Context: an optimization exercise on an open-source flow, tuned for small area. The choices shown serve that exercise and are no tape-out recipe.
At most, simulation tests tie the RTL to the original design; equivalence was not proved.
For runs 1 and 2, only the layout was checked, not whether the RTL still works.

**config.mk**
```make
export PLATFORM = sky130hd
export DESIGN_NAME = pp_core
export DESIGN_NICKNAME = pp_core
export VERILOG_FILES = /design/flow/design.v
export SDC_FILE = /design/flow/constraint.sdc
export NUM_CORES = 4
export LEC_CHECK = 0
export CAP_MARGIN = 20
export CORE_MARGIN = 2
export CORE_UTILIZATION = 40
export CTS_CLUSTER_DIAMETER = 60
export CTS_CLUSTER_SIZE = 30
export PLACE_DENSITY = 0.6
export SLEW_MARGIN = 20
export SYNTH_HIERARCHICAL = 1
```
**constraint.sdc**
```tcl
create_clock -name core_clock -period 12.0 [get_ports {clk}]
set_input_delay 2.4000 -clock core_clock [delete_from_list [all_inputs] [get_ports {clk}]]
set_output_delay 2.4000 -clock core_clock [all_outputs]
set_load 0.01 [all_outputs]
```
**design.v**
```verilog
module pp_core (
    input  wire         clk,
    input  wire         rst,
    input  wire         cmd_valid,
    output wire         cmd_ready,
    input  wire [3:0]   cmd_code,
    input  wire [271:0] cmd_arg,
    output reg          rsp_valid,
    output reg  [1:0]   rsp_status,
    output wire [65:0]  rsp_data,
    output reg          tx_open_req,
    input  wire         tx_open_ack,
    input  wire         tx_open_ok,
    output reg          tx_wr_valid,
    output wire [31:0]  tx_wr_data,
    input  wire         tx_done,
    input  wire         tx_fail,
    output reg          tx_close,
    output wire [1:0]   phase,
    output wire [2:0]   err,
    output wire [1:0]   dstate
);
    localparam C_PARH   = 4'h1, C_PAR32 = 4'h2, C_ENCW  = 4'h3, C_TOBYTES = 4'h4,
               C_COUNT  = 4'h5, C_CMASK = 4'h6, C_PACKH = 4'h7, C_PACKB   = 4'h8,
               C_ENCPAT = 4'h9, C_LOAD  = 4'hA, C_START = 4'hB, C_LEN     = 4'hC,
               C_GET    = 4'hD, C_TICK  = 4'hE, C_STOP  = 4'hF;
    localparam PH_BUILD = 2'd0, PH_PLAY = 2'd1, PH_STOPPED = 2'd2, PH_HALT = 2'd3;
    localparam ST_OK = 2'd0, ST_REFUSED = 2'd1, ST_ERROR = 2'd2;
    localparam E_NONE = 3'd0, E_CONFIG = 3'd1, E_OPEN = 3'd2, E_WRITE = 3'd3, E_INDEX = 3'd4;
    reg  [511:0] cat;
    reg  [6:0]  cat_len;
    reg  [5:0]  cursor;
    reg  [1:0]  cnt_hi;               
    reg  [1:0]  cnt_lo;               
    reg  [1:0]  phase_r;
    reg  [2:0]  err_r;
    reg         stop_req;
    reg         wr_hdr;               
    reg         wr_body;              
    reg         open_wait;            
    reg  [31:0] rw;                   
    reg  [7:0]  rc;                   
    reg         f_low;                
    reg         f_ent;                
    reg         f_tick;               
    assign phase  = phase_r;
    assign err    = err_r;
    assign dstate = cnt_hi;
    wire busy = wr_hdr | wr_body;
    assign cmd_ready = !rst && !open_wait && (!busy || cmd_code == C_STOP);
    wire   accept    = cmd_valid && cmd_ready;
    wire [31:0] w = cmd_arg[31:0];
    wire        p_lo = ^w[15:0];
    wire        p_hi = ^w[31:16];
    wire        p_w  = p_lo ^ p_hi;
    wire [8:0]  count;
    pp_popcnt u_pop (.s(cmd_arg[255:0]), .c(count));
    wire        sel_cur = cmd_code[3] & cmd_code[2] & cmd_code[1];
    wire        sel_pp  = cmd_code[0] & ~cmd_code[2];
    wire [15:0] pm = sel_cur ? {10'd0, cursor} : sel_pp ? cmd_arg[271:256] : cmd_arg[15:0];
    function [1:0] m3add;
        input [1:0] x, y;
        reg   [2:0] t;
        begin
            t = x + y;
            m3add = (t >= 3'd3) ? t - 3'd3 : t[1:0];
        end
    endfunction
    function [1:0] m3dig;
        input [1:0] d;
        begin
            m3dig = (d == 2'd3) ? 2'd0 : d;
        end
    endfunction
    wire [1:0] m3 = m3add(m3add(m3add(m3dig(pm[1:0]),   m3dig(pm[3:2])),
                                m3add(m3dig(pm[5:4]),   m3dig(pm[7:6]))),
                          m3add(m3add(m3dig(pm[9:8]),   m3dig(pm[11:10])),
                                m3add(m3dig(pm[13:12]), m3dig(pm[15:14]))));
    wire [8:0]  mask = {{3{m3 == 2'd2}}, {3{m3 == 2'd1}}, {3{m3 == 2'd0}}};
    wire [31:0] body = {pm[7:0], mask, 14'd0, ~^pm[7:0]};
    wire [5:0]  slot = cat_len[5:0] + ~pm[5:0];
    wire [7:0]  rd;
    pp_rdmux u_rd (.d(cat), .a(slot), .q(rd));
    wire        get_bad = cmd_arg[15:0] >= {9'd0, cat_len};
    wire [1:0]  cnt_lo_nx = (cnt_lo == 2'd2) ? 2'd0 : cnt_lo + 2'd1;
    wire [1:0]  cnt_hi_nx = (cnt_lo != 2'd2) ? cnt_hi : (cnt_hi == 2'd2) ? 2'd0 : cnt_hi + 2'd1;
    wire [5:0]  cursor_nx = ({1'b0, cursor} + 7'd1 == cat_len) ? 6'd0 : cursor + 6'd1;
    reg [31:0] rw_nx;
    always @* begin
        case (cmd_code)
            C_PARH:    rw_nx = {30'd0, p_hi, p_lo};
            C_PAR32:   rw_nx = {31'd0, p_w};
            C_ENCW:    rw_nx = {w[31:1], w[0] ^ p_w};
            C_TOBYTES: rw_nx = w;
            C_COUNT:   rw_nx = {23'd0, count};
            C_CMASK:   rw_nx = {23'd0, mask};
            C_PACKH:   rw_nx = {4'hF, cmd_arg[7:0], 20'h42000};
            C_PACKB:   rw_nx = {cmd_arg[7:0], cmd_arg[16:8], 15'd0};
            C_LOAD:    rw_nx = {25'd0, cat_len[6] ? 7'd1 : cat_len};
            C_START:   rw_nx = {29'd0, E_CONFIG};
            C_LEN:     rw_nx = {25'd0, cat_len};
            C_GET:     rw_nx = get_bad ? {29'd0, E_INDEX} : body;
            default:   rw_nx = body;              
        endcase
    end
    wire [31:0] hdr = {4'hF, rc, 20'h42000} | {31'd0, ^rc};
    assign rsp_data = ({66{f_low}}  & {34'd0, rw})
                    | ({66{f_ent}}  & {2'd0, hdr, 32'd0})
                    | ({66{f_tick}} & {hdr, rw, cnt_hi});
    assign tx_wr_data = wr_body ? rw : hdr;
    always @(posedge clk) begin
        if (!busy) begin
            rw <= open_wait ? {29'd0, E_OPEN} : rw_nx;
            rc <= cmd_code[2] ? rd : count[7:0];
        end
    end
    always @(posedge clk) begin
        f_low  <= 1'b0;
        f_ent  <= 1'b0;
        f_tick <= 1'b0;
        if (open_wait) begin
            f_low <= !tx_open_ok;
        end else if (accept) begin
            case (cmd_code)
                C_PARH, C_PAR32, C_ENCW, C_TOBYTES, C_COUNT, C_CMASK, C_PACKH, C_PACKB, C_LEN:
                    f_low <= 1'b1;
                C_ENCPAT: begin
                    f_low <= 1'b1;
                    f_ent <= 1'b1;
                end
                C_LOAD:  f_low <= phase_r == PH_BUILD;
                C_START: f_low <= phase_r == PH_BUILD && cat_len == 7'd0;
                C_GET: begin
                    f_low <= 1'b1;
                    f_ent <= !get_bad;
                end
                C_TICK:  f_tick <= phase_r == PH_PLAY && !stop_req;
                default: ;
            endcase
        end
    end
    always @(posedge clk) begin
        if (rst) begin
            cat_len     <= 7'd0;
            cursor      <= 6'd0;
            cnt_hi      <= 2'd0;
            cnt_lo      <= 2'd0;
            phase_r     <= PH_BUILD;
            err_r       <= E_NONE;
            stop_req    <= 1'b0;
            wr_hdr      <= 1'b0;
            wr_body     <= 1'b0;
            open_wait   <= 1'b0;
            rsp_valid   <= 1'b0;
            tx_open_req <= 1'b0;
            tx_wr_valid <= 1'b0;
            tx_close    <= 1'b0;
        end else begin
            rsp_valid   <= 1'b0;
            tx_open_req <= 1'b0;
            tx_wr_valid <= 1'b0;
            tx_close    <= 1'b0;
            if (open_wait) begin
                if (tx_open_ack) begin
                    open_wait <= 1'b0;
                    rsp_valid <= 1'b1;
                    if (tx_open_ok) begin
                        cursor     <= 6'd0;
                        cnt_hi     <= 2'd0;
                        cnt_lo     <= 2'd0;
                        phase_r    <= PH_PLAY;
                        rsp_status <= ST_OK;
                    end else begin
                        if (err_r == E_NONE) err_r <= E_OPEN;
                        phase_r    <= PH_HALT;
                        rsp_status <= ST_ERROR;
                    end
                end
            end else if (busy) begin
                if (tx_done) begin
                    wr_hdr  <= 1'b0;
                    wr_body <= 1'b0;
                    if (tx_fail) begin
                        if (err_r == E_NONE) err_r <= E_WRITE;
                        tx_close <= 1'b1;           
                        phase_r  <= PH_HALT;
                    end else if (wr_hdr) begin
                        tx_wr_valid <= 1'b1;
                        wr_body     <= 1'b1;
                    end
                end
            end
            if (accept) begin
                rsp_valid  <= 1'b1;
                rsp_status <= ST_OK;
                case (cmd_code)
                    C_LOAD: begin
                        if (phase_r != PH_BUILD) begin
                            rsp_status <= ST_REFUSED;
                        end else if (cat_len[6]) begin
                            if (err_r == E_NONE) err_r <= E_CONFIG;
                            phase_r    <= PH_HALT;
                            rsp_status <= ST_ERROR;
                        end else begin
                            cat_len <= cat_len + 7'd1;
                        end
                    end
                    C_START: begin
                        if (phase_r != PH_BUILD) begin
                            rsp_status <= ST_REFUSED;
                        end else if (cat_len == 7'd0) begin
                            if (err_r == E_NONE) err_r <= E_CONFIG;
                            phase_r    <= PH_HALT;
                            rsp_status <= ST_ERROR;
                        end else begin
                            rsp_valid   <= 1'b0;
                            tx_open_req <= 1'b1;
                            open_wait   <= 1'b1;
                        end
                    end
                    C_GET: begin
                        if (get_bad) begin
                            if (err_r == E_NONE) err_r <= E_INDEX;
                            if (phase_r == PH_PLAY) tx_close <= 1'b1;
                            phase_r    <= PH_HALT;
                            rsp_status <= ST_ERROR;
                        end
                    end
                    C_TICK: begin
                        if (phase_r != PH_PLAY) begin
                            rsp_status <= ST_REFUSED;
                        end else if (stop_req) begin
                            tx_close <= 1'b1;
                            phase_r  <= PH_STOPPED;
                        end else begin
                            cursor      <= cursor_nx;
                            cnt_hi      <= cnt_hi_nx;
                            cnt_lo      <= cnt_lo_nx;
                            tx_wr_valid <= 1'b1;
                            wr_hdr      <= 1'b1;
                        end
                    end
                    C_STOP:    stop_req <= 1'b1;
                    4'h0:      rsp_status <= ST_REFUSED;    
                    default: ;
                endcase
            end
        end
    end
    always @(posedge clk) begin
        if (!rst && accept && cmd_code == C_LOAD && phase_r == PH_BUILD && !cat_len[6])
            cat <= {cat[503:0], count[7:0]};
    end
endmodule
module pp_rdmux (input wire [511:0] d, input wire [5:0] a, output wire [7:0] q);
    wire [7:0] col = 8'd1 << a[2:0];
    wire [7:0] row = 8'd1 << a[5:3];
    genvar h, b, l;
    generate
        for (b = 0; b < 8; b = b + 1) begin : g_bit
            wire [7:0] grp;
            for (h = 0; h < 8; h = h + 1) begin : g_grp
                wire [7:0] dd;
                for (l = 0; l < 8; l = l + 1) begin : g_l
                    assign dd[l] = d[64*h + 8*l + b];
                end
                pp_ao8 u_g (.d(dd), .s(col), .q(grp[h]));
            end
            pp_ao8 u_r (.d(grp), .s(row), .q(q[b]));
        end
    endgenerate
endmodule
module pp_ao8 (input wire [7:0] d, input wire [7:0] s, output wire q);
    assign q = |(d & s);
endmodule
module pp_popcnt (input wire [255:0] s, output wire [8:0] c);
  wire n257, n258;
  pp_fa un257 (.a(s[0]), .b(s[1]), .c(s[2]), .s(n257), .co(n258));
  wire n259, n260;
  pp_fa un259 (.a(s[3]), .b(s[4]), .c(s[5]), .s(n259), .co(n260));
  wire n261, n262;
  pp_fa un261 (.a(s[6]), .b(s[7]), .c(s[8]), .s(n261), .co(n262));
  wire n263, n264;
  pp_fa un263 (.a(s[9]), .b(s[10]), .c(s[11]), .s(n263), .co(n264));
  wire n265, n266;
  pp_fa un265 (.a(s[12]), .b(s[13]), .c(s[14]), .s(n265), .co(n266));
  wire n267, n268;
  pp_fa un267 (.a(s[15]), .b(s[16]), .c(s[17]), .s(n267), .co(n268));
  wire n269, n270;
  pp_fa un269 (.a(s[18]), .b(s[19]), .c(s[20]), .s(n269), .co(n270));
  wire n271, n272;
  pp_fa un271 (.a(s[21]), .b(s[22]), .c(s[23]), .s(n271), .co(n272));
  wire n273, n274;
  pp_fa un273 (.a(s[24]), .b(s[25]), .c(s[26]), .s(n273), .co(n274));
  wire n275, n276;
  pp_fa un275 (.a(s[27]), .b(s[28]), .c(s[29]), .s(n275), .co(n276));
  wire n277, n278;
  pp_fa un277 (.a(s[30]), .b(s[31]), .c(s[32]), .s(n277), .co(n278));
  wire n279, n280;
  pp_fa un279 (.a(s[33]), .b(s[34]), .c(s[35]), .s(n279), .co(n280));
  wire n281, n282;
  pp_fa un281 (.a(s[36]), .b(s[37]), .c(s[38]), .s(n281), .co(n282));
  wire n283, n284;
  pp_fa un283 (.a(s[39]), .b(s[40]), .c(s[41]), .s(n283), .co(n284));
  wire n285, n286;
  pp_fa un285 (.a(s[42]), .b(s[43]), .c(s[44]), .s(n285), .co(n286));
  wire n287, n288;
  pp_fa un287 (.a(s[45]), .b(s[46]), .c(s[47]), .s(n287), .co(n288));
  wire n289, n290;
  pp_fa un289 (.a(s[48]), .b(s[49]), .c(s[50]), .s(n289), .co(n290));
  wire n291, n292;
  pp_fa un291 (.a(s[51]), .b(s[52]), .c(s[53]), .s(n291), .co(n292));
  wire n293, n294;
  pp_fa un293 (.a(s[54]), .b(s[55]), .c(s[56]), .s(n293), .co(n294));
  wire n295, n296;
  pp_fa un295 (.a(s[57]), .b(s[58]), .c(s[59]), .s(n295), .co(n296));
  wire n297, n298;
  pp_fa un297 (.a(s[60]), .b(s[61]), .c(s[62]), .s(n297), .co(n298));
  wire n299, n300;
  pp_fa un299 (.a(s[63]), .b(s[64]), .c(s[65]), .s(n299), .co(n300));
  wire n301, n302;
  pp_fa un301 (.a(s[66]), .b(s[67]), .c(s[68]), .s(n301), .co(n302));
  wire n303, n304;
  pp_fa un303 (.a(s[69]), .b(s[70]), .c(s[71]), .s(n303), .co(n304));
  wire n305, n306;
  pp_fa un305 (.a(s[72]), .b(s[73]), .c(s[74]), .s(n305), .co(n306));
  wire n307, n308;
  pp_fa un307 (.a(s[75]), .b(s[76]), .c(s[77]), .s(n307), .co(n308));
  wire n309, n310;
  pp_fa un309 (.a(s[78]), .b(s[79]), .c(s[80]), .s(n309), .co(n310));
  wire n311, n312;
  pp_fa un311 (.a(s[81]), .b(s[82]), .c(s[83]), .s(n311), .co(n312));
  wire n313, n314;
  pp_fa un313 (.a(s[84]), .b(s[85]), .c(s[86]), .s(n313), .co(n314));
  wire n315, n316;
  pp_fa un315 (.a(s[87]), .b(s[88]), .c(s[89]), .s(n315), .co(n316));
  wire n317, n318;
  pp_fa un317 (.a(s[90]), .b(s[91]), .c(s[92]), .s(n317), .co(n318));
  wire n319, n320;
  pp_fa un319 (.a(s[93]), .b(s[94]), .c(s[95]), .s(n319), .co(n320));
  wire n321, n322;
  pp_fa un321 (.a(s[96]), .b(s[97]), .c(s[98]), .s(n321), .co(n322));
  wire n323, n324;
  pp_fa un323 (.a(s[99]), .b(s[100]), .c(s[101]), .s(n323), .co(n324));
  wire n325, n326;
  pp_fa un325 (.a(s[102]), .b(s[103]), .c(s[104]), .s(n325), .co(n326));
  wire n327, n328;
  pp_fa un327 (.a(s[105]), .b(s[106]), .c(s[107]), .s(n327), .co(n328));
  wire n329, n330;
  pp_fa un329 (.a(s[108]), .b(s[109]), .c(s[110]), .s(n329), .co(n330));
  wire n331, n332;
  pp_fa un331 (.a(s[111]), .b(s[112]), .c(s[113]), .s(n331), .co(n332));
  wire n333, n334;
  pp_fa un333 (.a(s[114]), .b(s[115]), .c(s[116]), .s(n333), .co(n334));
  wire n335, n336;
  pp_fa un335 (.a(s[117]), .b(s[118]), .c(s[119]), .s(n335), .co(n336));
  wire n337, n338;
  pp_fa un337 (.a(s[120]), .b(s[121]), .c(s[122]), .s(n337), .co(n338));
  wire n339, n340;
  pp_fa un339 (.a(s[123]), .b(s[124]), .c(s[125]), .s(n339), .co(n340));
  wire n341, n342;
  pp_fa un341 (.a(s[126]), .b(s[127]), .c(s[128]), .s(n341), .co(n342));
  wire n343, n344;
  pp_fa un343 (.a(s[129]), .b(s[130]), .c(s[131]), .s(n343), .co(n344));
  wire n345, n346;
  pp_fa un345 (.a(s[132]), .b(s[133]), .c(s[134]), .s(n345), .co(n346));
  wire n347, n348;
  pp_fa un347 (.a(s[135]), .b(s[136]), .c(s[137]), .s(n347), .co(n348));
  wire n349, n350;
  pp_fa un349 (.a(s[138]), .b(s[139]), .c(s[140]), .s(n349), .co(n350));
  wire n351, n352;
  pp_fa un351 (.a(s[141]), .b(s[142]), .c(s[143]), .s(n351), .co(n352));
  wire n353, n354;
  pp_fa un353 (.a(s[144]), .b(s[145]), .c(s[146]), .s(n353), .co(n354));
  wire n355, n356;
  pp_fa un355 (.a(s[147]), .b(s[148]), .c(s[149]), .s(n355), .co(n356));
  wire n357, n358;
  pp_fa un357 (.a(s[150]), .b(s[151]), .c(s[152]), .s(n357), .co(n358));
  wire n359, n360;
  pp_fa un359 (.a(s[153]), .b(s[154]), .c(s[155]), .s(n359), .co(n360));
  wire n361, n362;
  pp_fa un361 (.a(s[156]), .b(s[157]), .c(s[158]), .s(n361), .co(n362));
  wire n363, n364;
  pp_fa un363 (.a(s[159]), .b(s[160]), .c(s[161]), .s(n363), .co(n364));
  wire n365, n366;
  pp_fa un365 (.a(s[162]), .b(s[163]), .c(s[164]), .s(n365), .co(n366));
  wire n367, n368;
  pp_fa un367 (.a(s[165]), .b(s[166]), .c(s[167]), .s(n367), .co(n368));
  wire n369, n370;
  pp_fa un369 (.a(s[168]), .b(s[169]), .c(s[170]), .s(n369), .co(n370));
  wire n371, n372;
  pp_fa un371 (.a(s[171]), .b(s[172]), .c(s[173]), .s(n371), .co(n372));
  wire n373, n374;
  pp_fa un373 (.a(s[174]), .b(s[175]), .c(s[176]), .s(n373), .co(n374));
  wire n375, n376;
  pp_fa un375 (.a(s[177]), .b(s[178]), .c(s[179]), .s(n375), .co(n376));
  wire n377, n378;
  pp_fa un377 (.a(s[180]), .b(s[181]), .c(s[182]), .s(n377), .co(n378));
  wire n379, n380;
  pp_fa un379 (.a(s[183]), .b(s[184]), .c(s[185]), .s(n379), .co(n380));
  wire n381, n382;
  pp_fa un381 (.a(s[186]), .b(s[187]), .c(s[188]), .s(n381), .co(n382));
  wire n383, n384;
  pp_fa un383 (.a(s[189]), .b(s[190]), .c(s[191]), .s(n383), .co(n384));
  wire n385, n386;
  pp_fa un385 (.a(s[192]), .b(s[193]), .c(s[194]), .s(n385), .co(n386));
  wire n387, n388;
  pp_fa un387 (.a(s[195]), .b(s[196]), .c(s[197]), .s(n387), .co(n388));
  wire n389, n390;
  pp_fa un389 (.a(s[198]), .b(s[199]), .c(s[200]), .s(n389), .co(n390));
  wire n391, n392;
  pp_fa un391 (.a(s[201]), .b(s[202]), .c(s[203]), .s(n391), .co(n392));
  wire n393, n394;
  pp_fa un393 (.a(s[204]), .b(s[205]), .c(s[206]), .s(n393), .co(n394));
  wire n395, n396;
  pp_fa un395 (.a(s[207]), .b(s[208]), .c(s[209]), .s(n395), .co(n396));
  wire n397, n398;
  pp_fa un397 (.a(s[210]), .b(s[211]), .c(s[212]), .s(n397), .co(n398));
  wire n399, n400;
  pp_fa un399 (.a(s[213]), .b(s[214]), .c(s[215]), .s(n399), .co(n400));
  wire n401, n402;
  pp_fa un401 (.a(s[216]), .b(s[217]), .c(s[218]), .s(n401), .co(n402));
  wire n403, n404;
  pp_fa un403 (.a(s[219]), .b(s[220]), .c(s[221]), .s(n403), .co(n404));
  wire n405, n406;
  pp_fa un405 (.a(s[222]), .b(s[223]), .c(s[224]), .s(n405), .co(n406));
  wire n407, n408;
  pp_fa un407 (.a(s[225]), .b(s[226]), .c(s[227]), .s(n407), .co(n408));
  wire n409, n410;
  pp_fa un409 (.a(s[228]), .b(s[229]), .c(s[230]), .s(n409), .co(n410));
  wire n411, n412;
  pp_fa un411 (.a(s[231]), .b(s[232]), .c(s[233]), .s(n411), .co(n412));
  wire n413, n414;
  pp_fa un413 (.a(s[234]), .b(s[235]), .c(s[236]), .s(n413), .co(n414));
  wire n415, n416;
  pp_fa un415 (.a(s[237]), .b(s[238]), .c(s[239]), .s(n415), .co(n416));
  wire n417, n418;
  pp_fa un417 (.a(s[240]), .b(s[241]), .c(s[242]), .s(n417), .co(n418));
  wire n419, n420;
  pp_fa un419 (.a(s[243]), .b(s[244]), .c(s[245]), .s(n419), .co(n420));
  wire n421, n422;
  pp_fa un421 (.a(s[246]), .b(s[247]), .c(s[248]), .s(n421), .co(n422));
  wire n423, n424;
  pp_fa un423 (.a(s[249]), .b(s[250]), .c(s[251]), .s(n423), .co(n424));
  wire n425, n426;
  pp_fa un425 (.a(s[252]), .b(s[253]), .c(s[254]), .s(n425), .co(n426));
  wire n427, n428;
  pp_fa un427 (.a(s[255]), .b(n257), .c(n259), .s(n427), .co(n428));
  wire n429, n430;
  pp_fa un429 (.a(n261), .b(n263), .c(n265), .s(n429), .co(n430));
  wire n431, n432;
  pp_fa un431 (.a(n267), .b(n269), .c(n271), .s(n431), .co(n432));
  wire n433, n434;
  pp_fa un433 (.a(n273), .b(n275), .c(n277), .s(n433), .co(n434));
  wire n435, n436;
  pp_fa un435 (.a(n279), .b(n281), .c(n283), .s(n435), .co(n436));
  wire n437, n438;
  pp_fa un437 (.a(n285), .b(n287), .c(n289), .s(n437), .co(n438));
  wire n439, n440;
  pp_fa un439 (.a(n291), .b(n293), .c(n295), .s(n439), .co(n440));
  wire n441, n442;
  pp_fa un441 (.a(n297), .b(n299), .c(n301), .s(n441), .co(n442));
  wire n443, n444;
  pp_fa un443 (.a(n303), .b(n305), .c(n307), .s(n443), .co(n444));
  wire n445, n446;
  pp_fa un445 (.a(n309), .b(n311), .c(n313), .s(n445), .co(n446));
  wire n447, n448;
  pp_fa un447 (.a(n315), .b(n317), .c(n319), .s(n447), .co(n448));
  wire n449, n450;
  pp_fa un449 (.a(n321), .b(n323), .c(n325), .s(n449), .co(n450));
  wire n451, n452;
  pp_fa un451 (.a(n327), .b(n329), .c(n331), .s(n451), .co(n452));
  wire n453, n454;
  pp_fa un453 (.a(n333), .b(n335), .c(n337), .s(n453), .co(n454));
  wire n455, n456;
  pp_fa un455 (.a(n339), .b(n341), .c(n343), .s(n455), .co(n456));
  wire n457, n458;
  pp_fa un457 (.a(n345), .b(n347), .c(n349), .s(n457), .co(n458));
  wire n459, n460;
  pp_fa un459 (.a(n351), .b(n353), .c(n355), .s(n459), .co(n460));
  wire n461, n462;
  pp_fa un461 (.a(n357), .b(n359), .c(n361), .s(n461), .co(n462));
  wire n463, n464;
  pp_fa un463 (.a(n363), .b(n365), .c(n367), .s(n463), .co(n464));
  wire n465, n466;
  pp_fa un465 (.a(n369), .b(n371), .c(n373), .s(n465), .co(n466));
  wire n467, n468;
  pp_fa un467 (.a(n375), .b(n377), .c(n379), .s(n467), .co(n468));
  wire n469, n470;
  pp_fa un469 (.a(n381), .b(n383), .c(n385), .s(n469), .co(n470));
  wire n471, n472;
  pp_fa un471 (.a(n387), .b(n389), .c(n391), .s(n471), .co(n472));
  wire n473, n474;
  pp_fa un473 (.a(n393), .b(n395), .c(n397), .s(n473), .co(n474));
  wire n475, n476;
  pp_fa un475 (.a(n399), .b(n401), .c(n403), .s(n475), .co(n476));
  wire n477, n478;
  pp_fa un477 (.a(n405), .b(n407), .c(n409), .s(n477), .co(n478));
  wire n479, n480;
  pp_fa un479 (.a(n411), .b(n413), .c(n415), .s(n479), .co(n480));
  wire n481, n482;
  pp_fa un481 (.a(n417), .b(n419), .c(n421), .s(n481), .co(n482));
  wire n483, n484;
  pp_fa un483 (.a(n423), .b(n425), .c(n427), .s(n483), .co(n484));
  wire n485, n486;
  pp_fa un485 (.a(n429), .b(n431), .c(n433), .s(n485), .co(n486));
  wire n487, n488;
  pp_fa un487 (.a(n435), .b(n437), .c(n439), .s(n487), .co(n488));
  wire n489, n490;
  pp_fa un489 (.a(n441), .b(n443), .c(n445), .s(n489), .co(n490));
  wire n491, n492;
  pp_fa un491 (.a(n447), .b(n449), .c(n451), .s(n491), .co(n492));
  wire n493, n494;
  pp_fa un493 (.a(n453), .b(n455), .c(n457), .s(n493), .co(n494));
  wire n495, n496;
  pp_fa un495 (.a(n459), .b(n461), .c(n463), .s(n495), .co(n496));
  wire n497, n498;
  pp_fa un497 (.a(n465), .b(n467), .c(n469), .s(n497), .co(n498));
  wire n499, n500;
  pp_fa un499 (.a(n471), .b(n473), .c(n475), .s(n499), .co(n500));
  wire n501, n502;
  pp_fa un501 (.a(n477), .b(n479), .c(n481), .s(n501), .co(n502));
  wire n503, n504;
  pp_fa un503 (.a(n483), .b(n485), .c(n487), .s(n503), .co(n504));
  wire n505, n506;
  pp_fa un505 (.a(n489), .b(n491), .c(n493), .s(n505), .co(n506));
  wire n507, n508;
  pp_fa un507 (.a(n495), .b(n497), .c(n499), .s(n507), .co(n508));
  wire n509, n510;
  pp_fa un509 (.a(n501), .b(n503), .c(n505), .s(n509), .co(n510));
  wire n511, n512;
  pp_ha un511 (.a(n507), .b(n509), .s(n511), .co(n512));
  wire n513, n514;
  pp_fa un513 (.a(n258), .b(n260), .c(n262), .s(n513), .co(n514));
  wire n515, n516;
  pp_fa un515 (.a(n264), .b(n266), .c(n268), .s(n515), .co(n516));
  wire n517, n518;
  pp_fa un517 (.a(n270), .b(n272), .c(n274), .s(n517), .co(n518));
  wire n519, n520;
  pp_fa un519 (.a(n276), .b(n278), .c(n280), .s(n519), .co(n520));
  wire n521, n522;
  pp_fa un521 (.a(n282), .b(n284), .c(n286), .s(n521), .co(n522));
  wire n523, n524;
  pp_fa un523 (.a(n288), .b(n290), .c(n292), .s(n523), .co(n524));
  wire n525, n526;
  pp_fa un525 (.a(n294), .b(n296), .c(n298), .s(n525), .co(n526));
  wire n527, n528;
  pp_fa un527 (.a(n300), .b(n302), .c(n304), .s(n527), .co(n528));
  wire n529, n530;
  pp_fa un529 (.a(n306), .b(n308), .c(n310), .s(n529), .co(n530));
  wire n531, n532;
  pp_fa un531 (.a(n312), .b(n314), .c(n316), .s(n531), .co(n532));
  wire n533, n534;
  pp_fa un533 (.a(n318), .b(n320), .c(n322), .s(n533), .co(n534));
  wire n535, n536;
  pp_fa un535 (.a(n324), .b(n326), .c(n328), .s(n535), .co(n536));
  wire n537, n538;
  pp_fa un537 (.a(n330), .b(n332), .c(n334), .s(n537), .co(n538));
  wire n539, n540;
  pp_fa un539 (.a(n336), .b(n338), .c(n340), .s(n539), .co(n540));
  wire n541, n542;
  pp_fa un541 (.a(n342), .b(n344), .c(n346), .s(n541), .co(n542));
  wire n543, n544;
  pp_fa un543 (.a(n348), .b(n350), .c(n352), .s(n543), .co(n544));
  wire n545, n546;
  pp_fa un545 (.a(n354), .b(n356), .c(n358), .s(n545), .co(n546));
  wire n547, n548;
  pp_fa un547 (.a(n360), .b(n362), .c(n364), .s(n547), .co(n548));
  wire n549, n550;
  pp_fa un549 (.a(n366), .b(n368), .c(n370), .s(n549), .co(n550));
  wire n551, n552;
  pp_fa un551 (.a(n372), .b(n374), .c(n376), .s(n551), .co(n552));
  wire n553, n554;
  pp_fa un553 (.a(n378), .b(n380), .c(n382), .s(n553), .co(n554));
  wire n555, n556;
  pp_fa un555 (.a(n384), .b(n386), .c(n388), .s(n555), .co(n556));
  wire n557, n558;
  pp_fa un557 (.a(n390), .b(n392), .c(n394), .s(n557), .co(n558));
  wire n559, n560;
  pp_fa un559 (.a(n396), .b(n398), .c(n400), .s(n559), .co(n560));
  wire n561, n562;
  pp_fa un561 (.a(n402), .b(n404), .c(n406), .s(n561), .co(n562));
  wire n563, n564;
  pp_fa un563 (.a(n408), .b(n410), .c(n412), .s(n563), .co(n564));
  wire n565, n566;
  pp_fa un565 (.a(n414), .b(n416), .c(n418), .s(n565), .co(n566));
  wire n567, n568;
  pp_fa un567 (.a(n420), .b(n422), .c(n424), .s(n567), .co(n568));
  wire n569, n570;
  pp_fa un569 (.a(n426), .b(n428), .c(n430), .s(n569), .co(n570));
  wire n571, n572;
  pp_fa un571 (.a(n432), .b(n434), .c(n436), .s(n571), .co(n572));
  wire n573, n574;
  pp_fa un573 (.a(n438), .b(n440), .c(n442), .s(n573), .co(n574));
  wire n575, n576;
  pp_fa un575 (.a(n444), .b(n446), .c(n448), .s(n575), .co(n576));
  wire n577, n578;
  pp_fa un577 (.a(n450), .b(n452), .c(n454), .s(n577), .co(n578));
  wire n579, n580;
  pp_fa un579 (.a(n456), .b(n458), .c(n460), .s(n579), .co(n580));
  wire n581, n582;
  pp_fa un581 (.a(n462), .b(n464), .c(n466), .s(n581), .co(n582));
  wire n583, n584;
  pp_fa un583 (.a(n468), .b(n470), .c(n472), .s(n583), .co(n584));
  wire n585, n586;
  pp_fa un585 (.a(n474), .b(n476), .c(n478), .s(n585), .co(n586));
  wire n587, n588;
  pp_fa un587 (.a(n480), .b(n482), .c(n513), .s(n587), .co(n588));
  wire n589, n590;
  pp_fa un589 (.a(n515), .b(n517), .c(n519), .s(n589), .co(n590));
  wire n591, n592;
  pp_fa un591 (.a(n521), .b(n523), .c(n525), .s(n591), .co(n592));
  wire n593, n594;
  pp_fa un593 (.a(n527), .b(n529), .c(n531), .s(n593), .co(n594));
  wire n595, n596;
  pp_fa un595 (.a(n533), .b(n535), .c(n537), .s(n595), .co(n596));
  wire n597, n598;
  pp_fa un597 (.a(n539), .b(n541), .c(n543), .s(n597), .co(n598));
  wire n599, n600;
  pp_fa un599 (.a(n545), .b(n547), .c(n549), .s(n599), .co(n600));
  wire n601, n602;
  pp_fa un601 (.a(n551), .b(n553), .c(n555), .s(n601), .co(n602));
  wire n603, n604;
  pp_fa un603 (.a(n557), .b(n559), .c(n561), .s(n603), .co(n604));
  wire n605, n606;
  pp_fa un605 (.a(n563), .b(n565), .c(n567), .s(n605), .co(n606));
  wire n607, n608;
  pp_fa un607 (.a(n484), .b(n486), .c(n488), .s(n607), .co(n608));
  wire n609, n610;
  pp_fa un609 (.a(n490), .b(n492), .c(n494), .s(n609), .co(n610));
  wire n611, n612;
  pp_fa un611 (.a(n496), .b(n498), .c(n500), .s(n611), .co(n612));
  wire n613, n614;
  pp_fa un613 (.a(n502), .b(n569), .c(n571), .s(n613), .co(n614));
  wire n615, n616;
  pp_fa un615 (.a(n573), .b(n575), .c(n577), .s(n615), .co(n616));
  wire n617, n618;
  pp_fa un617 (.a(n579), .b(n581), .c(n583), .s(n617), .co(n618));
  wire n619, n620;
  pp_fa un619 (.a(n585), .b(n587), .c(n589), .s(n619), .co(n620));
  wire n621, n622;
  pp_fa un621 (.a(n591), .b(n593), .c(n595), .s(n621), .co(n622));
  wire n623, n624;
  pp_fa un623 (.a(n597), .b(n599), .c(n601), .s(n623), .co(n624));
  wire n625, n626;
  pp_fa un625 (.a(n603), .b(n605), .c(n607), .s(n625), .co(n626));
  wire n627, n628;
  pp_fa un627 (.a(n609), .b(n611), .c(n613), .s(n627), .co(n628));
  wire n629, n630;
  pp_fa un629 (.a(n615), .b(n617), .c(n619), .s(n629), .co(n630));
  wire n631, n632;
  pp_fa un631 (.a(n621), .b(n623), .c(n504), .s(n631), .co(n632));
  wire n633, n634;
  pp_fa un633 (.a(n506), .b(n508), .c(n510), .s(n633), .co(n634));
  wire n635, n636;
  pp_fa un635 (.a(n625), .b(n627), .c(n629), .s(n635), .co(n636));
  wire n637, n638;
  pp_fa un637 (.a(n631), .b(n512), .c(n633), .s(n637), .co(n638));
  wire n639, n640;
  pp_ha un639 (.a(n635), .b(n637), .s(n639), .co(n640));
  wire n641, n642;
  pp_fa un641 (.a(n514), .b(n516), .c(n518), .s(n641), .co(n642));
  wire n643, n644;
  pp_fa un643 (.a(n520), .b(n522), .c(n524), .s(n643), .co(n644));
  wire n645, n646;
  pp_fa un645 (.a(n526), .b(n528), .c(n530), .s(n645), .co(n646));
  wire n647, n648;
  pp_fa un647 (.a(n532), .b(n534), .c(n536), .s(n647), .co(n648));
  wire n649, n650;
  pp_fa un649 (.a(n538), .b(n540), .c(n542), .s(n649), .co(n650));
  wire n651, n652;
  pp_fa un651 (.a(n544), .b(n546), .c(n548), .s(n651), .co(n652));
  wire n653, n654;
  pp_fa un653 (.a(n550), .b(n552), .c(n554), .s(n653), .co(n654));
  wire n655, n656;
  pp_fa un655 (.a(n556), .b(n558), .c(n560), .s(n655), .co(n656));
  wire n657, n658;
  pp_fa un657 (.a(n562), .b(n564), .c(n566), .s(n657), .co(n658));
  wire n659, n660;
  pp_fa un659 (.a(n568), .b(n570), .c(n572), .s(n659), .co(n660));
  wire n661, n662;
  pp_fa un661 (.a(n574), .b(n576), .c(n578), .s(n661), .co(n662));
  wire n663, n664;
  pp_fa un663 (.a(n580), .b(n582), .c(n584), .s(n663), .co(n664));
  wire n665, n666;
  pp_fa un665 (.a(n586), .b(n588), .c(n590), .s(n665), .co(n666));
  wire n667, n668;
  pp_fa un667 (.a(n592), .b(n594), .c(n596), .s(n667), .co(n668));
  wire n669, n670;
  pp_fa un669 (.a(n598), .b(n600), .c(n602), .s(n669), .co(n670));
  wire n671, n672;
  pp_fa un671 (.a(n604), .b(n606), .c(n641), .s(n671), .co(n672));
  wire n673, n674;
  pp_fa un673 (.a(n643), .b(n645), .c(n647), .s(n673), .co(n674));
  wire n675, n676;
  pp_fa un675 (.a(n649), .b(n651), .c(n653), .s(n675), .co(n676));
  wire n677, n678;
  pp_fa un677 (.a(n655), .b(n657), .c(n659), .s(n677), .co(n678));
  wire n679, n680;
  pp_fa un679 (.a(n661), .b(n663), .c(n665), .s(n679), .co(n680));
  wire n681, n682;
  pp_fa un681 (.a(n667), .b(n669), .c(n671), .s(n681), .co(n682));
  wire n683, n684;
  pp_fa un683 (.a(n673), .b(n675), .c(n608), .s(n683), .co(n684));
  wire n685, n686;
  pp_fa un685 (.a(n610), .b(n612), .c(n614), .s(n685), .co(n686));
  wire n687, n688;
  pp_fa un687 (.a(n616), .b(n618), .c(n620), .s(n687), .co(n688));
  wire n689, n690;
  pp_fa un689 (.a(n622), .b(n624), .c(n626), .s(n689), .co(n690));
  wire n691, n692;
  pp_fa un691 (.a(n628), .b(n630), .c(n677), .s(n691), .co(n692));
  wire n693, n694;
  pp_fa un693 (.a(n679), .b(n681), .c(n632), .s(n693), .co(n694));
  wire n695, n696;
  pp_fa un695 (.a(n683), .b(n685), .c(n687), .s(n695), .co(n696));
  wire n697, n698;
  pp_fa un697 (.a(n634), .b(n636), .c(n689), .s(n697), .co(n698));
  wire n699, n700;
  pp_fa un699 (.a(n691), .b(n693), .c(n695), .s(n699), .co(n700));
  wire n701, n702;
  pp_fa un701 (.a(n638), .b(n697), .c(n699), .s(n701), .co(n702));
  wire n703, n704;
  pp_ha un703 (.a(n640), .b(n701), .s(n703), .co(n704));
  wire n705, n706;
  pp_fa un705 (.a(n642), .b(n644), .c(n646), .s(n705), .co(n706));
  wire n707, n708;
  pp_fa un707 (.a(n648), .b(n650), .c(n652), .s(n707), .co(n708));
  wire n709, n710;
  pp_fa un709 (.a(n654), .b(n656), .c(n658), .s(n709), .co(n710));
  wire n711, n712;
  pp_fa un711 (.a(n705), .b(n707), .c(n709), .s(n711), .co(n712));
  wire n713, n714;
  pp_fa un713 (.a(n660), .b(n662), .c(n664), .s(n713), .co(n714));
  wire n715, n716;
  pp_fa un715 (.a(n666), .b(n668), .c(n670), .s(n715), .co(n716));
  wire n717, n718;
  pp_fa un717 (.a(n672), .b(n674), .c(n676), .s(n717), .co(n718));
  wire n719, n720;
  pp_fa un719 (.a(n678), .b(n680), .c(n682), .s(n719), .co(n720));
  wire n721, n722;
  pp_fa un721 (.a(n711), .b(n713), .c(n715), .s(n721), .co(n722));
  wire n723, n724;
  pp_fa un723 (.a(n717), .b(n684), .c(n686), .s(n723), .co(n724));
  wire n725, n726;
  pp_fa un725 (.a(n688), .b(n690), .c(n692), .s(n725), .co(n726));
  wire n727, n728;
  pp_fa un727 (.a(n719), .b(n721), .c(n694), .s(n727), .co(n728));
  wire n729, n730;
  pp_fa un729 (.a(n696), .b(n723), .c(n698), .s(n729), .co(n730));
  wire n731, n732;
  pp_fa un731 (.a(n725), .b(n700), .c(n727), .s(n731), .co(n732));
  wire n733, n734;
  pp_fa un733 (.a(n729), .b(n702), .c(n731), .s(n733), .co(n734));
  wire n735, n736;
  pp_ha un735 (.a(n704), .b(n733), .s(n735), .co(n736));
  wire n737, n738;
  pp_fa un737 (.a(n706), .b(n708), .c(n710), .s(n737), .co(n738));
  wire n739, n740;
  pp_fa un739 (.a(n712), .b(n737), .c(n714), .s(n739), .co(n740));
  wire n741, n742;
  pp_fa un741 (.a(n716), .b(n718), .c(n720), .s(n741), .co(n742));
  wire n743, n744;
  pp_fa un743 (.a(n722), .b(n724), .c(n739), .s(n743), .co(n744));
  wire n745, n746;
  pp_fa un745 (.a(n726), .b(n741), .c(n728), .s(n745), .co(n746));
  wire n747, n748;
  pp_fa un747 (.a(n743), .b(n730), .c(n732), .s(n747), .co(n748));
  wire n749, n750;
  pp_fa un749 (.a(n745), .b(n734), .c(n747), .s(n749), .co(n750));
  wire n751, n752;
  pp_ha un751 (.a(n736), .b(n749), .s(n751), .co(n752));
  wire n753, n754;
  pp_fa un753 (.a(n738), .b(n740), .c(n742), .s(n753), .co(n754));
  wire n755, n756;
  pp_fa un755 (.a(n744), .b(n753), .c(n746), .s(n755), .co(n756));
  wire n757, n758;
  pp_fa un757 (.a(n748), .b(n755), .c(n750), .s(n757), .co(n758));
  wire n759, n760;
  pp_ha un759 (.a(n752), .b(n757), .s(n759), .co(n760));
  wire n761, n762;
  pp_fa un761 (.a(n754), .b(n756), .c(n758), .s(n761), .co(n762));
  wire n763, n764;
  pp_ha un763 (.a(n760), .b(n761), .s(n763), .co(n764));
  wire n765, n766;
  pp_ha un765 (.a(n762), .b(n764), .s(n765), .co(n766));
  assign c[0] = n511;
  assign c[1] = n639;
  assign c[2] = n703;
  assign c[3] = n735;
  assign c[4] = n751;
  assign c[5] = n759;
  assign c[6] = n763;
  assign c[7] = n765;
  assign c[8] = n766;
endmodule
module pp_fa (input wire a, input wire b, input wire c, output wire s, output wire co);
  assign s  = a ^ b ^ c;
  assign co = ~((~a & ~b) | (~a & ~c) | (~b & ~c));
endmodule
module pp_ha (input wire a, input wire b, output wire s, output wire co);
  assign s  = a ^ b;
  assign co = a & b;
endmodule
```
**flow/run.sh**
```bash
#!/bin/bash
# The standard layout, with each port buffered by the smallest buffer
# (sky130_fd_sc_hd__buf_1) instead of the default clkdlybuf4s50_1.
set -euo pipefail
export BUFFER_PORTS_ARGS="-buffer_cell sky130_fd_sc_hd__buf_1"
bash standard.sh finish > flow_standard.log 2>&1
```
**standard.sh**
```bash
#!/bin/bash
# synth_recipe.tcl (not shown) runs the flow's synth.tcl, then flattens the netlist and writes it again
# the make line also repeats each setting of config.mk as NAME=value (left out here)
make -C /OpenROAD-flow-scripts/flow DESIGN_CONFIG=/design/flow/config.mk WORK_HOME=/design/flow/orfs CLKGATE_MAP_FILE= SYNTH_SCRIPT=/design/flow/synth_recipe.tcl "${@:-finish}"
```
==> metrics.md, run 1 <==
| Metric | Value |
|---|---|
| Antenna Violating Nets Remaining | `0` |
| Sequential share of the synthesized area | `58.2%` |
| Final Hold Slack | `0.430 ns` |
| First-pass GRT wire length | `about 130000 um` |
| TritonCTS clock tree | `built` |
| Worst path max stage delay | `0.83 ns` |
| Largest net degree at the start of global routing | `~180` |
| Count of max-cap constraint violations | `0` |
| Pre-Repair DR Iteration Count | `6` |
| Rel. slew slack | `20.8%` |
| Vias in the first global route | `20200` |
| Slew @ Worst Pin | `1.18 ns` |
| Core area | `73200 um^2` |
| CTS sink cnt | `587` |
| Post-Syn Area | `29700 um^2` |
| Place WS | `2.32 ns` |
| Post-Syn Area per Cell | `15.8 um^2` |
| H-tree levels | `2` |
| Worst setup SP type | `input pin` |
| CP required | `12.33 ns` |
| Via density | `between 5 and 6` |
| Setup ws final | `2.89 ns` |
| Post-synthesis cell type count | `69` |
| Die area | `between 70000 and 80000 um^2` |
| Via count | `19000` |
| Highest achievable clock rate | `110 MHz` |
| Critical path capture point type | `flop` |
| Num CTS Buffers | `40` |
| Root Buffer | `clkbuf_16` |
| CP top delay family | `adder cells` |
| Layout cells sized above 1 | `6.40%` |
| RSZ-0062 raised after global routing | `no` |
| Post-DP HPWL | `a little under 60000 um` |
| Final wirelength | `86000 um` |
| Synthesized flop and latch total | `around 590` |
| Arr. time, crit path | `9.45 ns` |
| CP dominant cell by count | `ha_1` |
| Ports | `395` |
| Initial Util | `40.6%` |
| WP buf/inv | `2` |
| Overflow after GRT | `0` |
| Setup violators final | `0` |
| Hold WC Path Type | `flop to flop` |
| Synth Flop Type | `edfxtp_1` |
| Setup bufs post-CTS | `0` |
| Layout area overhead | `13.5%` |
| Ys async rst share | `0%` |
| Status | `complete, no violations` |
| Initial antenna violation count | `3` |
| Mapped Cells | `1883` |
| Final net count | `2850` |
| Fin crit share | `around three quarters` |
| Worst-path clk slew | `0.11 ns` |
| Clock latency on the worst-skew pair | `a little over 0.6 ns` |
| Hold-fix buffers at CTS | `0` |
| Die height | `276 um` |
| Max-slew violations | `0` |
| Residual DRC | `0` |
| CP Max Fanout | `34` |
| Total track usage | `22.3%` |
| TNS Setup | `0 ns` |
| Final Hold Vio Count | `0` |
| IO buf count | `380` |
| Final Non-Filler Cells | `3255` |
| Post-layout min period | `9.11 ns` |
| FP Rows | `99` |
| Ys Warns | `7` |
| Chip width | `276 um` |
| WS Path Type | `input pin to flop` |
| Avg WL per Cell | `between 20 and 30 um` |
| Max Buffers Root-to-Sink | `3` |
| Clock Skews | `approximately 0.037 ns` |
| CP max-delay cell | `and3_1` |
| Drt initial violations | `around 2100` |
| Placed Cells | `3183` |
| Antenna diode count | `0` |
| Gpl congestion | `between 0.9 and 1` |
| Post-synth EDFFs | `554` |
| Resized Gates After CTS | `0` |
## cell usage in the layout, fill, tap and decap left out, types with 8 or more instances in the layout
cell / instances
a22o_1: 39
dfxtp_1: 31
inv_1: 30
nand2b_1: 14
nand3b_1: 9
and2_1: 22
a222oi_1: 8
nand2_1: 42
xnor2_1: 52
fa_1: 255
nor2b_1: 10
o21ai_0: 14
ha_1: 46
buf_1: 380
nor2_1: 54
nor4_1: 9
nand3_1: 16
clkinv_8: 9
a22oi_1: 302
clkbuf_16: 40
mux2i_1: 9
edfxtp_1: 554
conb_1: 14
nand4_1: 78
o22ai_1: 10
mux2_2: 18
buf_4: 20
xor2_1: 9
a21oi_1: 51
nor3_1: 20
o21a_1: 9
## path summary, 6_finish.rpt
kind | slack, ns | cells past startpoint | startpoint | endpoint
setup / recovery | 2.89 | 26 | cmd_code[2] | rw[0]
hold / removal | 0.43 | 0 | cat[44] | cat[52]
setup reg to reg | 5.44 | 24 | cursor[2] | rw[0]
hold reg to reg | 0.43 | 0 | cat[44] | cat[52]
## synth_stat cells (all sizes together), types with 8 or more instances
library cell  number  area [um^2]
mux2i              9         90.1
o21ai             14         70.1
a22o              39          342
nand3             16         80.1
buf               46          303
nor2              55          214
nand3b             9         67.6
edfxtp           554        16600
and2              23          146
a21oi             51          255
nor4               9         56.3
o21a               9         67.6
inv               30          113
xnor2             52          455
nor3b              9         67.6
xor2               9         78.8
nand2b            15         93.8
o22ai             10         62.6
clkbuf            30          113
a22oi            302         2270
mux2              18          203
nand4             78          488
ha                46          576
nand2             43          161
nor2b             10         62.6
a222oi             8         80.1
fa               255         5100
nor3              24          130
dfxtp             33          661
## logic make-up (layout without fill, tap and decap cells)
group	after synthesis	count (layout)	share of synthesized area, %
DFF	587	587	58.2
AOI/OAI and AO/OA	473	473	11.8
and+or+nand+nor	326	326	6.22
adders and majority gates	302	302	19.2
buffers and inverters	106	506	1.78
xor gates and xnor gates	61	61	1.80
muxes	27	27	0.986
other	1	14	0.0126
## modules after synthesis, one instance, submodules excluded
module	flip-flops and latches	times used
pp_ha	0	8
pp_popcnt	0	1
pp_rdmux	0	1
pp_core	587	1
pp_ao8	0	72
pp_fa	0	247
## stage by stage
stage / area, um^2 / utilization (%)
2_1_floorplan: 29800 / -
3_3_place_gp: 32200 / 44.0
3_5_place_dp: 32200 / 44.0
4_1_cts: 33700 / 46.0
5_1_grt: 33700 / 46.1
6_report: 33700 / 46.1
## area by class of cell
type                            count  area [um^2]
Clock inverter                     31          464
Tap cell                          959         1200
Inverter                           30          113
Fill cell                        6451        39500
Multi-Input combinational cell   1203        12000
Clock buffer                       41         1000
Sequential cell                   587        17300
Timing Repair Buffer              404         1640
## per-layer routing
metal / vias up / wire [um] / track usage, %
li1: 8177 / - / -
met1: 9798 / 34400 / 29.6
met2: 923 / 42200 / 37.2
met3: 131 / 6640 / 4.14
met4: 4 / 2680 / 7.02
met5: - / 27 / 0
## registers in the layout, indices dropped and copies added, names as in the netlist, 3 cells and up
name / count
rc: 8
cat_len: 7
cursor: 6
err_r: 3
rw: 32
cat: 512
==> inputs of run 2 (changes only) <==
--- a/config.mk
+++ b/config.mk
@@ -10,4 +10,4 @@
 export CORE_UTILIZATION = 40
-export CTS_CLUSTER_DIAMETER = 60
-export CTS_CLUSTER_SIZE = 30
+export CTS_CLUSTER_DIAMETER = 80
+export CTS_CLUSTER_SIZE = 24
 export PLACE_DENSITY = 0.6
==> run 2 against run 1 <==
- cell area shrank 1.7%
- highest routed layer unchanged
- cell count decreased by 0.77%
- clock skew down 0.015 ns
- register-to-register slack about the same
- critical endpoint unchanged
- global-route usage shrank 0.21 points
- critical path depth did not move
- synthesized cell count unchanged
- still clean
- sequential share of layout area increased by 0.90 points
- largest cell class unchanged
- first-iteration DRC count hardly changed
- setup slack improved by 0.089 ns
==> metrics.md, run 2 <==
| Metric | Value |
|---|---|
| Reg-to-reg critical path startpoint | `cursor[2]` |
| Most common cell after layout, fill and taps aside | `edfxtp_1` |
| TritonCTS clock tree | `built` |
| Num CTS Buffers | `30 (-25%)` |
| Via density | `5.87 (+0.46%)` |
| Status | `complete, no violations` |
| Post-Syn Area | `29700 um^2 (unchanged)` |
| Avg WL per Cell | `26.5 um (+0.43%)` |
| Final Hold Vio Count | `0 (unchanged)` |
| Biggest regs | `cat x512, rw x32, rc x8` |
| WS Path Type | `input pin to flop` |
| Die area | `76400 um^2 (unchanged)` |
| Ports | `395 (unchanged)` |
| First-pass GRT wire length | `128000 um (-0.38%)` |
| Gpl congestion | `0.952 (unchanged)` |
| Resized Gates After CTS | `0 (unchanged)` |
| Yosys top cell by area | `edfxtp_1` |
| Count leader, synth | `edfxtp_1` |
| Largest net degree at the start of global routing | `182 (unchanged)` |
| RSZ-0062 raised after global routing | `no` |
| CP required | `12.38 ns (+0.05 ns)` |
| Synthesized flop and latch total | `587 (unchanged)` |
| Die height | `276 um (unchanged)` |
| Antenna Violating Nets Remaining | `0 (unchanged)` |
| Slew @ Worst Pin | `1.24 ns (+0.0541 ns)` |
| Fin crit share | `75.2% (-0.74 points)` |
| Post-synthesis cell type count | `69 (unchanged)` |
| Initial Util | `40.6% (unchanged)` |
| IO buf count | `380 (unchanged)` |
| Highest achievable clock rate | `111 MHz (+0.99%)` |
| Setup violators final | `0 (unchanged)` |
| Worst-path clk slew | `0.10 ns (about the same)` |
| Layout cells sized above 1 | `5.06% (-1.3 points)` |
| Antenna diode count | `0 (unchanged)` |
| Chip width | `276 um (unchanged)` |
| Max-slew violations | `0 (unchanged)` |
| FP Rows | `99 (unchanged)` |
| Final wirelength | `85700 um (-0.34%)` |
| Max Buffers Root-to-Sink | `3 (unchanged)` |
| Setup ws final | `2.98 ns (+0.0892 ns)` |
| CP dominant cell by count | `ha_1` |
| TNS Setup | `0 ns (unchanged)` |
| Synth Flop Type | `edfxtp_1` |
| Hold endpoint | `cat[336]` |
| Vias in the first global route | `20000 (-0.78%)` |
| Root Buffer | `clkbuf_16` |
| Place WS | `2.32 ns (unchanged)` |
| Ys Warns | `7 (unchanged)` |
| Largest register by flop count | `cat` |
| Ys async rst share | `0% (unchanged)` |
| Crit path depth | `26 (unchanged)` |
| Arr. time, crit path | `9.41 ns (-0.04 ns)` |
| Worst R2R Path Depth | `24 (unchanged)` |
| CP max-delay cell | `and3_1` |
| Setup bufs post-CTS | `0 (unchanged)` |
| Mapped Cells | `1883 (unchanged)` |
| Post-Syn Area per Cell | `15.8 um^2 (unchanged)` |
| Final net count | `2840 (-0.35%)` |
| Worst R2R End | `rw[0]` |
| Clock latency on the worst-skew pair | `0.63 ns (+0.02 ns)` |
| Initial antenna violation count | `3 (unchanged)` |
| Most frequent cells in the layout | `edfxtp_1 (554), buf_1 (380), a22oi_1 (302)` |
| Core area | `73200 um^2 (unchanged)` |
| Worst setup SP type | `input pin` |
| Post-DP HPWL | `59500 um (unchanged)` |
| Most common library cells after synthesis | `edfxtp_1 (554), a22oi_1 (302), fa_1 (255)` |
| Post-synth EDFFs | `554 (unchanged)` |
| Layout area overhead | `11.6%` |
| Reg2reg setup slack | `5.45 ns (about the same)` |
| Via count | `19000 (-0.32%)` |
| Clock Skews | `0.0217 ns (-0.0151 ns)` |
| Overflow after GRT | `0 (unchanged)` |
| Area share of the largest cell type after synthesis | `56.0% (unchanged)` |
| CP Max Fanout | `34 (unchanged)` |
| Hold-fix buffers at CTS | `0 (unchanged)` |
| Sequential share of the synthesized area | `58.2% (unchanged)` |
| Worst path max stage delay | `0.82 ns (about the same)` |
| Critical path capture point type | `flop` |
| Largest register FFs | `512 (unchanged)` |
| WP buf/inv | `2 (unchanged)` |
| Synth top area cells | `edfxtp_1 (56%), fa_1 (17%), a22oi_1 (7.6%)` |
| CP top delay family | `adder cells` |
| CTS sink cnt | `587 (unchanged)` |
| H-tree levels | `1 (-1)` |
| Residual DRC | `0 (unchanged)` |
| Total track usage | `22.1% (-0.21 points)` |
| Rel. slew slack | `17.1% (-3.6 points)` |
| Hold path cells | `0 (unchanged)` |
| Fin util | `45.3% (-0.79 points)` |
| Pre-Repair DR Iteration Count | `8 (+2)` |
| Count of max-cap constraint violations | `0 (unchanged)` |
| Drt initial violations | `2091 (-0.096%)` |
| Final Hold Slack | `0.435 ns (+0.00484 ns)` |
| Hold WC Path Type | `flop to flop` |
| Hold Startpoint | `cat[328]` |
| Post-layout min period | `9.02 ns (-0.0892 ns)` |
-- run 2: kinds of logic after synthesis --
kind of cell | share of synthesized area (%)
other | 0.0126
flip-flops | 58.2
adder cells (fa/ha/maj) | 19.2
buffers and inverters | 1.78
AO/OA/AOI/OAI | 11.8
multiplexers | 0.986
AND/OR/NAND/NOR | 6.22
XOR/XNOR | 1.80
-- run 2: per-stage QoR --
stage / instances / instance area (um^2)
after global routing: 3230 / 33100
final: 3230 / 33100
after CTS: 3230 / 33100
after floorplan: 1896 / 29800
after global placement: 3183 / 32200
after detailed placement: 3183 / 32200
-- run 2: how the worst max path moves through the flow --
stage                            from          to
after floorplan           cmd_code[2]  cat_len[3]
after global placement     cmd_arg[7]       rw[6]
after detailed placement   cmd_arg[7]       rw[7]
after CTS                  cmd_arg[7]       rw[7]
after global routing      cmd_code[2]       rw[0]
final                     cmd_code[2]       rw[0]
-- run 2: cell type report --
class,instances,area [um^2]
Inverter,30,113
Clock inverter,10,110
Fill cell,6511,40100
Timing Repair Buffer,404,1640
Multi-Input combinational cell,1203,12000
Clock buffer,37,777
Sequential cell,587,17300
Tap cell,959,1200
-- run 2: metal layers --
layer / track usage [%] / share of wire [%]
met1: 29.6 / 40
met3: 3.79 / 7.5
met2: 37.1 / 49
met4: 6.24 / 3.1
met5: 0 / 0.037
-- run 2: per-module statistics from Yosys (local to each module, per instance) --
module | cells | times used | cell area [um^2] | flip-flops and latches
pp_ao8 | 5 | 72 | 36.3 | 0
pp_fa | 1 | 247 | 20.0 | 0
pp_core | 1243 | 1 | 21800 | 587
pp_rdmux | 16 | 1 | 130 | 0
pp_popcnt | 9 | 1 | 67.6 | 0
pp_ha | 1 | 8 | 12.5 | 0
==> inputs of run 3 (changes only) <==
--- a/design.v
+++ b/design.v
@@ -57,4 +57,5 @@
     pp_popcnt u_pop (.s(cmd_arg[255:0]), .c(count));
-    wire        sel_cur = cmd_code[3] & cmd_code[2] & cmd_code[1];
-    wire        sel_pp  = cmd_code[0] & ~cmd_code[2];
+    wire [3:0]  code_eff = busy ? C_TICK : cmd_code;
+    wire        sel_cur = code_eff[3] & code_eff[2] & code_eff[1];
+    wire        sel_pp  = code_eff[0] & ~code_eff[2];
     wire [15:0] pm = sel_cur ? {10'd0, cursor} : sel_pp ? cmd_arg[271:256] : cmd_arg[15:0];
@@ -89,3 +90,3 @@
     always @* begin
-        case (cmd_code)
+        case (code_eff)
             C_PARH:    rw_nx = {30'd0, p_hi, p_lo};
@@ -111,6 +112,4 @@
     always @(posedge clk) begin
-        if (!busy) begin
-            rw <= open_wait ? {29'd0, E_OPEN} : rw_nx;
-            rc <= cmd_code[2] ? rd : count[7:0];
-        end
+        rw <= open_wait ? {29'd0, E_OPEN} : rw_nx;
+        rc <= code_eff[2] ? rd : count[7:0];
     end
@@ -142,2 +141,3 @@
     always @(posedge clk) begin
+        rsp_status <= ST_OK;
         if (rst) begin
@@ -182,2 +182,3 @@
                     wr_body <= 1'b0;
+                    if (wr_body) cursor <= cursor_nx;
                     if (tx_fail) begin
@@ -235,3 +236,2 @@
                         end else begin
-                            cursor      <= cursor_nx;
                             cnt_hi      <= cnt_hi_nx;
@@ -273,3 +273,9 @@
 module pp_ao8 (input wire [7:0] d, input wire [7:0] s, output wire q);
-    assign q = |(d & s);
+    wire n0, n1;
+    pp_aoi222 u0 (.a(d[2:0]), .s(s[2:0]), .y(n0));
+    pp_aoi222 u1 (.a(d[5:3]), .s(s[5:3]), .y(n1));
+    assign q = ~(n0 & n1) | (d[6] & s[6]) | (d[7] & s[7]);
+endmodule
+module pp_aoi222 (input wire [2:0] a, input wire [2:0] s, output wire y);
+    assign y = ~((a[0] & s[0]) | (a[1] & s[1]) | (a[2] & s[2]));
 endmodule
--- a/config.mk
+++ b/config.mk
@@ -10,4 +10,4 @@
 export CORE_UTILIZATION = 40
-export CTS_CLUSTER_DIAMETER = 80
-export CTS_CLUSTER_SIZE = 24
+export CTS_CLUSTER_DIAMETER = 100
+export CTS_CLUSTER_SIZE = 30
 export PLACE_DENSITY = 0.6
==> run 3 against run 2 <==
- still clean on timing, DRC and antenna
- sequential share of layout area shrank 0.22 points
- routed wire length shrank 4.2%
- register-to-register slack lost 1.2 ns
- count of clock-buffer cells in the layout shrank 6
- synthesized cell count shrank 3.3%
- critical path depth shrank 2
- cell area shrank 2.0%
- critical path type unchanged
==> metrics.md, run 3 <==
| Metric | Value |
|---|---|
| Hold endpoint | `cat[13]` |
| Post-Syn Area per Cell | `16.0 um^2 (+1.3%)` |
| Drt initial violations | `2477 (+18%)` |
| Biggest regs | `cat x512, rw x32, rc x8` |
| Reg-to-reg critical path startpoint | `wr_body` |
| Ports | `395 (unchanged)` |
| Clock latency on the worst-skew pair | `0.60 ns (-0.03 ns)` |
| Core area | `71700 um^2 (-2.0%)` |
| Largest net degree at the start of global routing | `202 (+11%)` |
| Post-DP HPWL | `58400 um (-1.9%)` |
| Overflow after GRT | `0 (unchanged)` |
| H-tree levels | `1 (unchanged)` |
| Initial antenna violation count | `2 (-1)` |
| Slew @ Worst Pin | `1.17 ns (-0.0698 ns)` |
| IO buf count | `380 (unchanged)` |
| Worst R2R End | `rw[0]` |
| Layout area overhead | `11.7%` |
| CP required | `12.50 ns (+0.12 ns)` |
| Fin crit share | `73.6% (-1.6 points)` |
| Initial Util | `40.5% (-0.045 points)` |
| Setup violators final | `0 (unchanged)` |
| Avg WL per Cell | `26.0 um (-2.0%)` |
| Largest register FFs | `512 (unchanged)` |
| Layout cells sized above 1 | `4.81% (-0.26 points)` |
| Vias in the first global route | `19300 (-3.5%)` |
| RSZ-0062 raised after global routing | `no` |
| Final wirelength | `82100 um (-4.2%)` |
| Num CTS Buffers | `26 (-13%)` |
| Rel. slew slack | `22.1% (+5.0 points)` |
| Final Cell Area | `32500 um^2 (-2.0%)` |
| Fin util | `45.3% (about the same)` |
| Clock Skews | `0.0421 ns (+0.0203 ns)` |
| Setup bufs post-CTS | `0 (unchanged)` |
| Final net count | `2780 (-2.1%)` |
| FP Rows | `98 (-1.0%)` |
| TritonCTS clock tree | `built` |
| WS Path Type | `input pin to flop` |
| Most frequent cells in the layout | `edfxtp_1 (512), buf_1 (380), fa_1 (254)` |
| Via density | `5.89 (+0.29%)` |
| Worst R2R Path Depth | `24 (unchanged)` |
| Reg2reg setup slack | `4.23 ns (-1.22 ns)` |
| Sequential share of the synthesized area | `58.1% (-0.18 points)` |
| Max-slew violations | `0 (unchanged)` |
| Die area | `74800 um^2 (-2.1%)` |
| Pre-Repair DR Iteration Count | `9 (+1)` |
| Mapped Cells | `1820 (-3.3%)` |
| Antenna Violating Nets Remaining | `0 (unchanged)` |
| Final Hold Vio Count | `0 (unchanged)` |
| Count of max-cap constraint violations | `0 (unchanged)` |
| Synth top area cells | `edfxtp_1 (53%), fa_1 (17%), a222oi_1 (5.2%)` |
| Synthesized flop and latch total | `587 (unchanged)` |
| Max Buffers Root-to-Sink | `3 (unchanged)` |
| Root Buffer | `clkbuf_16` |
| Count leader, synth | `edfxtp_1` |
| Post-synth EDFFs | `512 (-7.6%)` |
| Critical path capture point type | `flop` |
| Yosys top cell by area | `edfxtp_1` |
| Status | `complete, no violations` |
| Worst setup SP type | `input pin` |
| Ys async rst share | `0% (unchanged)` |
| Gpl congestion | `0.989 (+3.9%)` |
| Hold WC Path Type | `flop to flop` |
| Cell Area, Placed | `31600 um^2 (-1.9%)` |
| Critical Path Source | `cmd_code[3]` |
| Synth Flop Type | `edfxtp_1` |
| Largest register by flop count | `cat` |
| Arr. time, crit path | `9.33 ns (-0.08 ns)` |
| Post-layout min period | `8.83 ns (-0.191 ns)` |
| Die height | `274 um (-1.1%)` |
| CTS sink cnt | `587 (unchanged)` |
| Ys Warns | `7 (unchanged)` |
| Post-synthesis cell type count | `73 (+5.8%)` |
| Residual DRC | `0 (unchanged)` |
| Area share of the largest cell type after synthesis | `52.9% (-3.1 points)` |
| Chip width | `274 um (-1.1%)` |
| CP Max Fanout | `21 (-38%)` |
| Total track usage | `21.7% (-0.41 points)` |
| Hold Startpoint | `cat[5]` |
| Most common cell after layout, fill and taps aside | `edfxtp_1` |
| Highest achievable clock rate | `113 MHz (+2.2%)` |
| Most common library cells after synthesis | `edfxtp_1 (512), fa_1 (254), a222oi_1 (152)` |
| Final Hold Slack | `0.424 ns (-0.0111 ns)` |
| Post-Syn Area | `29100 um^2 (-2.1%)` |
| Resized Gates After CTS | `0 (unchanged)` |
| First-pass GRT wire length | `123000 um (-4.3%)` |
| Via count | `18600 (-2.0%)` |
| Worst-path clk slew | `0.12 ns (+0.02 ns)` |
| Hold path cells | `0 (unchanged)` |
| Hold-fix buffers at CTS | `0 (unchanged)` |
==> run 3: per-stage QoR <==
stage,TNS [ns],worst slack (ns),instances
6_report,0,3.17,3156
5_1_grt,0,2.77,3156
4_1_cts,0,3.01,3155
3_5_place_dp,0,2.37,3118
3_3_place_gp,0,2.60,3118
2_1_floorplan,-4008.22,-7.89,1833
==> run 3: area by class of cell <==
type / instances / area, um^2
Fill cell: 6431 / 39300
Sequential cell: 587 / 16900
Multi-Input combinational cell: 1142 / 11800
Timing Repair Buffer: 410 / 1680
Tap cell: 950 / 1190
Clock buffer: 31 / 691
Clock inverter: 6 / 129
Inverter: 29 / 109
Antenna cell: 1 / 2.50
==> run 3: how the worst max path moves through the flow <==
stage	slack [ns]	to
2_1_floorplan	-7.89	cat_len[1]
3_3_place_gp	2.60	rw[0]
3_5_place_dp	2.37	rw[0]
4_1_cts	3.01	rw[0]
5_1_grt	2.77	rw[0]
6_report	3.17	rw[0]
==> run 3: cells by family after synthesis <==
group           share of synthesized area, %
flops                                   58.1
compound gates                          11.7
simple gates                            6.00
fa+ha+maj                               19.6
buf+inv                                 1.76
xor+xnor                                1.87
mux                                     1.06
other cells                           0.0129
==> run 3: modules after synthesis, one instance, submodules excluded <==
module / area [um^2] / flip-flops and latches / cells inside / times used
pp_ha: 12.5 / 0 / 1 / 8
pp_core: 21500 / 587 / 1252 / 1
pp_fa: 20.0 / 0 / 1 / 247
pp_rdmux: 130 / 0 / 16 / 1
pp_aoi222: 10.0 / 0 / 1 / 144
pp_popcnt: 67.6 / 0 / 9 / 1
pp_ao8: 12.5 / 0 / 2 / 72
==> run 3: routing by layer <==
layer	track usage [%]	share of wire, %	vias to the layer above
met4	4.63	2.3	2
li1	-	-	7996
met1	29.9	41	9620
met2	37.1	50	885
met5	0	0.022	-
met3	2.27	6.6	90
==> run 3: critical path, cell delays in order <==
cell and delay, ns:
buf_1 0.07, buf_4 0.21, a311o_1 0.70, a211oi_1 0.68, nor2_1 0.22, ha_1 0.27
fa_1 0.50, ha_1 0.21, or3_1 0.33, a21oi_1 0.16, ha_1 0.17, fa_1 0.43
ha_1 0.20, or3_1 0.34, a21oi_1 0.21, ha_1 0.19, fa_1 0.47, ha_1 0.24
nor3_1 0.18, mux2i_1 0.23, mux2_2 0.33, a221oi_1 0.29, a2bb2oi_1 0.19, o211ai_1 0.10

re-timing with driven ports:
The results above use ideal ports. As a check the final layouts listed here were re-extracted and re-timed, cells and wires unchanged.
Step 1: set_driving_cell puts a clkbuf_16 on clk and a buf_2 on each other input, an assumption about the parent block.
Step 2 also shifts input and output timing later by t, the mid clock arrival at the registers, as if the neighbouring blocks saw the same clock.
Three values: no drivers, after step 1, after step 2; two values: the first two.
run | t (ns) | slack for setup (ns) | worst register clock-pin slew, ns
run 1 | 0.645 | 2.886 / 2.913 / 2.267 | 0.11 / 0.11
run 2 | 0.685 | 2.975 / 3.001 / 2.316 | 0.10 / 0.10
run 3 | 0.635 | 3.166 / 3.196 / 2.560 | 0.12 / 0.12
After both steps every run listed still meets setup and hold. The setup slack of run 2, which loses most, moves by +0.026 ns with the drivers and by -0.659 ns with both steps.
